Source: an optimization exercise on an open RTL-to-GDS flow (aim: small area). Production flows keep margins and buffers that such runs may drop.
RTL that was checked went through simulation tests only; none was proved equivalent to the original.
No activity file was given, so power comes from the tool's default toggle rates.

== run 1 ==
// bdi_core
module bdi_core #(
  parameter N_CELLS    = 16,
  parameter T_SETTLE   = 4,
  parameter T_ACTION   = 1000,
  parameter T_DEBOUNCE = 4000
) (
  input             clk,
  input             rst,
  input             cmd_valid,
  output            cmd_ready,
  input      [31:0] cmd_word,
  input             btn1_n,
  input             btn2_n,
  output reg        ser,
  output            srclk,
  output            clr_n,
  output            rclk,
  output            oe_n,
  output reg        ind1,
  output reg        ind2,
  output     [2:0]  res,
  output reg [1:0]  ev,
  output            halted,
  output     [2:0]  flt,
  output     [15:0] finfo,
  output     [31:0] fcmd
);
  localparam OP_NOP    = 6'h00, OP_ENC   = 6'h01, OP_DEC    = 6'h02, OP_BSD   = 6'h03,
             OP_LSD    = 6'h04, OP_MAPCLR= 6'h05, OP_MAPU   = 6'h06, OP_MAPD  = 6'h07,
             OP_BUILD  = 6'h08, OP_INIT  = 6'h09, OP_PUSH   = 6'h0A, OP_SAMPLE= 6'h0B,
             OP_IND    = 6'h0C, OP_INDCLR= 6'h0D, OP_WAIT   = 6'h0E, OP_CYCLE = 6'h0F,
             OP_RUN    = 6'h10;
  localparam F_LEN = 3'd1, F_STATE = 3'd2, F_CELL = 3'd3, F_DOT = 3'd4,
             F_NOINIT = 3'd5, F_ILLEGAL = 3'd6;
  localparam S_IDLE   = 4'd0,
             S_EXEC   = 4'd1,
             S_WAIT   = 4'd3,    
             S_SAMPLE = 4'd4,    
             S_HOLD   = 4'd5,    
             S_COOL   = 4'd6,    
             S_LSTART = 4'd7,    
             S_CLR    = 4'd8,    
             S_REL    = 4'd9,    
             S_SER    = 4'd10,   
             S_HI     = 4'd11,   
             S_LO     = 4'd12,   
             S_LATCH  = 4'd13,   
             S_LDONE  = 4'd14;   
  localparam L_INIT = 3'b000, L_RUNINIT = 3'b001,
             L_PF   = 3'b100, L_POS = 3'b101, L_NEG = 3'b110, L_ZERO = 3'b111;
  reg [4:0]  st;
  ...
Settings: LEC_CHECK=0, ABC_AREA=1, CAP_MARGIN=10, CORE_MARGIN=2, CORE_UTILIZATION=40, SLEW_MARGIN=10; clock period 10.0 ns.
standard.sh (not shown) runs the stock make flow with config.mk's settings and CLKGATE_MAP_FILE= SYNTH_SCRIPT=/design/flow/synth_recipe.tcl, a recipe that flattens the netlist after the stock synthesis.
==> flow/flow/run.sh <==
#!/bin/bash
# Own layout flow: the standard synthesis, then the combinational logic between the
# (unchanged) registers is re-mapped by ABC for area, then the standard layout from the
# floorplan on, with smaller port buffers and a clock tree without dummy loads.
# Each tool's output goes to a log file of its own in the work folder.
set -uo pipefail
W=$(pwd)
F=$W/flow
R=$W/orfs/results/${FLOW_PLATFORM}/bdi_core/base
L=$W/orfs/logs/${FLOW_PLATFORM}/bdi_core/base
LIB=$FLOW_HOME/platforms/${FLOW_PLATFORM}/lib/sky130_fd_sc_hd__tt_025C_1v80.lib
YOSYS=$FLOW_HOME/../tools/install/yosys/bin/yosys
[[ -x $YOSYS ]] || YOSYS=yosys

# 1. standard synthesis
bash standard.sh synth > $W/run_1_synth.log 2>&1 || { echo "standard synth failed"; exit 1; }
cp $R/1_2_yosys.v $W/std_1_2_yosys.v

# 2. re-map the logic between the registers
DONTUSE=$(grep -m1 -o '^abc .*' $L/1_2_yosys.log | grep -o '\-dont_use [A-Za-z0-9_]*' | tr '\n' ' ')
SEQ=$(grep -o '^ *sky130_fd_sc_hd__\(df\|edf\|sdf\|dl\)[a-z0-9_]* ' $W/std_1_2_yosys.v | sort -u | tr -d ' ' | tr '\n' ' ')
cat > $W/remap.ys <<EOC
read_liberty -ignore_miss_func $LIB
blackbox $SEQ
read_verilog $W/std_1_2_yosys.v
hierarchy -top $FLOW_TOP
flatten
rename -hide w:*.*
opt -purge
abc -script $F/area.abc -liberty $LIB $DONTUSE
opt_clean -purge
setundef -zero
hilomap -singleton -hicell sky130_fd_sc_hd__conb_1 HI -locell sky130_fd_sc_hd__conb_1 LO
insbuf -buf sky130_fd_sc_hd__buf_4 A X
splitnets
opt_clean -purge
stat -liberty $LIB
write_verilog -noattr -nohex -nodec $W/remap_1_2_yosys.v
EOC
if timeout 1200 $YOSYS -s $W/remap.ys > $W/run_2_remap.log 2>&1 \
   && python3 $F/check_regs.py $W/std_1_2_yosys.v $W/remap_1_2_yosys.v > $W/run_2_check_regs.log 2>&1; then
  cp $W/remap_1_2_yosys.v $R/1_2_yosys.v
  echo "using the re-mapped netlist"
else
  echo "re-map refused; keeping the standard netlist"
fi
touch $R/1_2_yosys.v

# 3. layout from the floorplan on
CTS_OPTS="-buf_list sky130_fd_sc_hd__clkbuf_16 -sink_clustering_size 30 -sink_clustering_max_diameter 60"
bash standard.sh \
  "BUFFER_PORTS_ARGS=-buffer_cell sky130_fd_sc_hd__buf_1" \
  "CTS_ARGS=-sink_clustering_enable -repair_clock_nets -dont_use_dummy_load ${CTS_OPTS}" \
  finish > $W/run_3_layout.log 2>&1 || { echo "layout failed"; exit 1; }
ls -l $W/out/final.def
==> flow/flow/area.abc <==
&get -n; &st; &deepsyn -T 120; &synch2; &nf -R 1000; &put
Other scripts of this flow, unchanged in this note and not shown: flow/flow/check_regs.py
Per the final summary, run 1 finished and its layout is clean on timing, DRC and antenna.
Input changes introduced in run 2 (baseline for comparison: run 1):
-- flow/flow/run.sh --
<<< run 1, line 50
CTS_OPTS="-buf_list sky130_fd_sc_hd__clkbuf_16 -sink_clustering_size 30 -sink_clustering_max_diameter 60"
>>> run 2, line 50
CTS_OPTS="-buf_list sky130_fd_sc_hd__clkbuf_8 -sink_clustering_size 20 -sink_clustering_max_diameter 45"
==> flow/flow/area.abc <==
&get -n; &st; &deepsyn -T 60; &dch -f; &nf -R 2000; &put
### Flow results
- Data required time at the worst endpoint delta for run 2 relative to run 1: 120 ps higher
- Est. power | run 2 vs run 1 | run 2 lower
- Summary of the comparison: part of the total power dissipated in sequential elements is higher in run 2, relative to run 1.
- Diff run 2..run 1 | starting density of the core | negligible
- [run 2] clock network latency to the later pin of the worst-skew pair rose 110 ps relative to run 1
- Relative to run 1, the reported clock group power measured on run 2 has decreased by more than 10%.
Modified inputs, run 3 compared to run 2
Settings: CAP_MARGIN now 20, was 10; SLEW_MARGIN now 40, was 10.
-- flow/flow/run.sh --
<<< run 2, line 50
CTS_OPTS="-buf_list sky130_fd_sc_hd__clkbuf_8 -sink_clustering_size 20 -sink_clustering_max_diameter 45"
>>> run 3, line 50
CTS_OPTS="-buf_list sky130_fd_sc_hd__clkbuf_16 -sink_clustering_size 30 -sink_clustering_max_diameter 60"
==> flow/flow/area.abc <==
&get -n; &st; &deepsyn -T 120; &synch2; &nf -R 1000; &put
Notes after the runs:
Re largest driver fanout on the critical path: run 2 was higher than run 3. Re via-per-instance ratio: run 2 and run 3 aren't equal, and the higher value belongs to run 2. In run 3, the count of placed standard cells in the final layout, fillers left out came out 121 above the value in run 2. Pin count of the biggest net entering global routing of run 3 exceeds that of run 2 by more than a quarter. Count of clock-buffer cells in the layout was lower in run 3 than in run 2. Period utilization (lower): run 3.
No functional check of the RTL was part of any run of this note.

---

Another version of the RTL of bdi_core (not shown whole).
Size: ~2,500 cells after synthesis, ~100 I/O pins.
// bdi_core
module bdi_core #(
  parameter N_CELLS    = 16,
  parameter T_SETTLE   = 4,
  parameter T_ACTION   = 1000,
  parameter T_DEBOUNCE = 4000
) (
  input             clk,
  input             rst,
  input             cmd_valid,
  output            cmd_ready,
  input      [31:0] cmd_word,
  input             btn1_n,
  input             btn2_n,
  output reg        ser,
  output            srclk,
  output            clr_n,
  output            rclk,
  output            oe_n,
  output reg        ind1,
  output reg        ind2,
  output     [2:0]  res,
  output reg [1:0]  ev,
  output            halted,
  output     [2:0]  flt,
  output     [15:0] finfo,
  output     [31:0] fcmd
);
Settings: LEC_CHECK=0, ABC_AREA=1, CAP_MARGIN=20, CORE_MARGIN=2, CORE_UTILIZATION=40, CTS_BUF_LIST=sky130_fd_sc_hd__clkbuf_4, SLEW_MARGIN=40; clock period 10.0 ns.
run.sh (not shown) runs the stock make flow with config.mk's settings and CLKGATE_MAP_FILE= SYNTH_SCRIPT=/design/flow/synth_recipe.tcl, a recipe that flattens the netlist after the stock synthesis.
Stock flow here: none of the scripts above is used.
The baseline passed the timing, DRC and antenna checks.
Change:
- CTS_BUF_LIST: sky130_fd_sc_hd__clkbuf_4 -> sky130_fd_sc_hd__clkbuf_16
- CTS_CLUSTER_DIAMETER: default -> 60
- CTS_CLUSTER_SIZE: default -> 30
Hold slack improves by 0.029 ns.
Register-to-register slack is about the same.
Final cell count is lower by 4.5%.
Final area is lower by 1.0%.
Die area does not change.
Count of clock-buffer cells in the layout is lower by 150.
Non-clock buffer count stays the same.
No functional check of the RTL was part of any run of this note.

---

## garnet
bdi_core, a different RTL version from the one above (not shown whole).
clock: 10.0 ns
lec_check: 0
abc_area: 1
cap_margin: 10
core_margin: 2
core_utilization: 70
slew_margin: 10
standard.sh (not shown) runs the stock make flow with config.mk's settings and CLKGATE_MAP_FILE= SYNTH_SCRIPT=/design/flow/synth_recipe.tcl, a recipe that flattens the netlist after the stock synthesis.
==> flow/flow/run.sh <==
#!/bin/bash
# Own layout flow: the standard synthesis, then the combinational logic between the
# (unchanged) registers is re-mapped by ABC for area, then the standard layout from the
# floorplan on, with smaller port buffers and a clock tree without dummy loads.
# Each tool's output goes to a log file of its own in the work folder.
set -uo pipefail
W=$(pwd)
F=$W/flow
R=$W/orfs/results/${FLOW_PLATFORM}/bdi_core/base
L=$W/orfs/logs/${FLOW_PLATFORM}/bdi_core/base
LIB=$FLOW_HOME/platforms/${FLOW_PLATFORM}/lib/sky130_fd_sc_hd__tt_025C_1v80.lib
YOSYS=$FLOW_HOME/../tools/install/yosys/bin/yosys
[[ -x $YOSYS ]] || YOSYS=yosys

# 1. standard synthesis
bash standard.sh synth > $W/run_1_synth.log 2>&1 || { echo "standard synth failed"; exit 1; }
cp $R/1_2_yosys.v $W/std_1_2_yosys.v

# 2. re-map the logic between the registers
DONTUSE=$(grep -m1 -o '^abc .*' $L/1_2_yosys.log | grep -o '\-dont_use [A-Za-z0-9_]*' | tr '\n' ' ')
SEQ=$(grep -o '^ *sky130_fd_sc_hd__\(df\|edf\|sdf\|dl\)[a-z0-9_]* ' $W/std_1_2_yosys.v | sort -u | tr -d ' ' | tr '\n' ' ')
cat > $W/remap.ys <<EOC
read_liberty -ignore_miss_func $LIB
blackbox $SEQ
read_verilog $W/std_1_2_yosys.v
hierarchy -top $FLOW_TOP
flatten
rename -hide w:*.*
opt -purge
abc -script $F/area.abc -liberty $LIB $DONTUSE
opt_clean -purge
setundef -zero
hilomap -hicell sky130_fd_sc_hd__conb_1 HI -locell sky130_fd_sc_hd__conb_1 LO
splitnets
opt_clean -purge
stat -liberty $LIB
write_verilog -noattr -nohex -nodec $W/remap_1_2_yosys.v
EOC
if timeout 1200 $YOSYS -s $W/remap.ys > $W/run_2_remap.log 2>&1 \
   && ! grep -q '^ *assign ' $W/remap_1_2_yosys.v \
   && python3 $F/check_regs.py $W/std_1_2_yosys.v $W/remap_1_2_yosys.v > $W/run_2_check_regs.log 2>&1; then
  cp $W/remap_1_2_yosys.v $R/1_2_yosys.v
  echo "using the re-mapped netlist"
else
  echo "re-map refused; keeping the standard netlist"
fi
touch $R/1_2_yosys.v

# 3. layout from the floorplan on
CTS_OPTS="-buf_list sky130_fd_sc_hd__clkbuf_8 -sink_clustering_size 20 -sink_clustering_max_diameter 45"
bash standard.sh \
  "BUFFER_PORTS_ARGS=-buffer_cell sky130_fd_sc_hd__buf_1" \
  "CTS_ARGS=-sink_clustering_enable -repair_clock_nets -dont_use_dummy_load ${CTS_OPTS}" \
  finish > $W/run_3_layout.log 2>&1 || { echo "layout failed"; exit 1; }
ls -l $W/out/final.def
Other scripts of this flow, unchanged in this note and not shown: flow/flow/area.abc, flow/flow/check_regs.py
The following lists how lagoon was set up differently from garnet:
# garnet
export LEC_CHECK = 0
export ABC_AREA = 1
export CAP_MARGIN = 10
export CORE_MARGIN = 2
export CORE_UTILIZATION = 70
export SLEW_MARGIN = 10
create_clock -name core_clock -period 10.0 [get_ports {clk}]
# lagoon
export LEC_CHECK = 0
export ABC_AREA = 1
export CAP_MARGIN = 10
export CORE_MARGIN = 2
export CORE_UTILIZATION = 65
export GPL_TIMING_DRIVEN = 0
export SLEW_MARGIN = 10
create_clock -name core_clock -period 10.0 [get_ports {clk}]
-- flow/flow/run.sh --
<<< garnet, line 50
CTS_OPTS="-buf_list sky130_fd_sc_hd__clkbuf_8 -sink_clustering_size 20 -sink_clustering_max_diameter 45"
>>> lagoon, line 50
CTS_OPTS="-buf_list sky130_fd_sc_hd__clkbuf_8 -sink_clustering_size 18 -sink_clustering_max_diameter 40"
### Flow results
Looking at the reports, lagoon completed the entire flow and the layout it produced met the timing, DRC and antenna checks.
Sort lagoon and garnet by wire length of the first global-routing pass desc -> top: garnet
Compared to garnet, lagoon has share of cell area taken by multi-input logic gates 0.61 points lower.
Per the comparison of lagoon with garnet, total power draw rose by 2.0%; number of global-route vias before repair went down.
In lagoon, the internal power contribution came out 2.5% above the value in garnet.
Compared with garnet, lagoon shows a lower path length in cells of the critical path.
Non-clock buffer count, lagoon vs garnet: up by a few percent
The following lists how harbor was set up differently from lagoon:
# lagoon
export LEC_CHECK = 0
export ABC_AREA = 1
export CAP_MARGIN = 10
export CORE_MARGIN = 2
export CORE_UTILIZATION = 65
export GPL_TIMING_DRIVEN = 0
export SLEW_MARGIN = 10
create_clock -name core_clock -period 10.0 [get_ports {clk}]
# harbor
export LEC_CHECK = 0
export ABC_AREA = 1
export CAP_MARGIN = 0
export CORE_MARGIN = 2
export CORE_UTILIZATION = 65
export SLEW_MARGIN = 0
create_clock -name core_clock -period 10.0 [get_ports {clk}]
-- flow/flow/run.sh --
<<< lagoon, line 50
CTS_OPTS="-buf_list sky130_fd_sc_hd__clkbuf_8 -sink_clustering_size 18 -sink_clustering_max_diameter 40"
>>> harbor, line 50
CTS_OPTS="-buf_list sky130_fd_sc_hd__clkbuf_8 -sink_clustering_size 20 -sink_clustering_max_diameter 45"
[summary]
- Per the comparison of harbor with lagoon, maximum fanout along the worst path went up by 2; share of total power in combinational logic up 0.9 points; setup slack of the critical path after layout increased by 680 ps relative to the old numbers; met1 usage now sits at about the same level.
Modified inputs, yarrow compared to harbor
# harbor
export LEC_CHECK = 0
export ABC_AREA = 1
export CAP_MARGIN = 0
export CORE_MARGIN = 2
export CORE_UTILIZATION = 65
export SLEW_MARGIN = 0
create_clock -name core_clock -period 10.0 [get_ports {clk}]
# yarrow
export LEC_CHECK = 0
export ABC_AREA = 1
export CAP_MARGIN = 10
export CORE_MARGIN = 2
export CORE_UTILIZATION = 75
export GPL_TIMING_DRIVEN = 0
export SLEW_MARGIN = 10
create_clock -name core_clock -period 10.0 [get_ports {clk}]
-- flow/flow/run.sh --
<<< harbor, line 33
hilomap -hicell sky130_fd_sc_hd__conb_1 HI -locell sky130_fd_sc_hd__conb_1 LO
>>> yarrow, line 33
hilomap -singleton -hicell sky130_fd_sc_hd__conb_1 HI -locell sky130_fd_sc_hd__conb_1 LO
insbuf -buf sky130_fd_sc_hd__buf_4 A X
<<< harbor, line 40
   && ! grep -q '^ *assign ' $W/remap_1_2_yosys.v \
>>> yarrow, line 41
<<< harbor, line 50
CTS_OPTS="-buf_list sky130_fd_sc_hd__clkbuf_8 -sink_clustering_size 20 -sink_clustering_max_diameter 45"
>>> yarrow, line 50
CTS_OPTS="-buf_list sky130_fd_sc_hd__clkbuf_8 -sink_clustering_size 18 -sink_clustering_max_diameter 40"
<<< harbor, line 54
>>> yarrow, line 54
  "RECOVER_POWER=100" \
Findings:
[flow] yarrow | stages: complete | final checks: fail | reason: capacitance limit, slew limit
In yarrow relative to harbor, routed wire length had gone up by a few percent.
Per the comparison of yarrow with harbor, worst setup skew after layout barely changed, total power of the final layout climbed 1.6%, worst relative slew slack dropped 37 points.
Core utilization of the finished layout ended up 11 points higher on yarrow than on harbor.
In the flow results for yarrow and harbor, the final weighted congestion in routability-driven placement is smaller on harbor.
diff inputs: yarrow => pepper
# yarrow
export LEC_CHECK = 0
export ABC_AREA = 1
export CAP_MARGIN = 10
export CORE_MARGIN = 2
export CORE_UTILIZATION = 75
export GPL_TIMING_DRIVEN = 0
export SLEW_MARGIN = 10
create_clock -name core_clock -period 10.0 [get_ports {clk}]
# pepper
export LEC_CHECK = 0
export ABC_AREA = 1
export CAP_MARGIN = 10
export CORE_MARGIN = 2
export CORE_UTILIZATION = 40
export SLEW_MARGIN = 10
create_clock -name core_clock -period 10.0 [get_ports {clk}]
-- flow/flow/run.sh --
<<< yarrow, line 54
  "RECOVER_POWER=100" \
>>> pepper, line 54
[summary]
- pepper ended with every stage complete and zero timing, DRC or antenna violations.
- In yarrow the implementation completed, yet the final layout does not meet the checks, the culprit being capacitance limit, slew limit.
- pepper against yarrow: number of buffers created by CTS increased 16; die area increased about 80%; time the worst path needs with I/O delays and setup decreased 2210 ps; worst setup timing slack at the placement stage increased 1260 ps.
- Final count of pins violating max slew was lower in pepper than in yarrow.

## afterwards: timing with drivers on the ports
No port has a modelled driver above. Below, the same layouts with a new extraction and two added sets of constraints. Step 1 sets driving cells, clkbuf_16 on the clock port and buf_2 on the other inputs (assumed; they add their load-dependent delay and slew). Step 2 times the ports against the registers' clock, not the clock port: input delays grow and output delays shrink by t, the midpoint of the rising clock arrivals with the driver on. a / b / c = ideal / step 1 / step 2; a / b = the first two.
| run | t, ns | setup slack, ns | worst setup path at the end |
|---|---|---|---|
| run 1 | 0.605 | 4.430 / 4.430 / 4.430 | register to register |
| run 2 | 0.673 | 3.156 / 3.156 / 3.156 | register to register |
| run 3 | 0.608 | 4.755 / 4.700 / 4.850 | register to register |
| the first run of note 2 | 0.903 | 3.667 / 3.611 / 4.515 | register to output |
| the second run of note 2 | 0.645 | 3.978 / 3.915 / 4.542 | register to register |
| garnet | 0.602 | 4.578 / 4.578 / 4.578 | register to register |
| lagoon | 0.604 | 3.869 / 3.869 / 3.869 | register to register |
| harbor | 0.598 | 4.548 / 4.548 / 4.548 | register to register |
| yarrow | 0.606 | 2.467 / 2.467 / 2.467 | register to register |
| pepper | 0.697 | 4.674 / 4.621 / 5.008 | register to register |
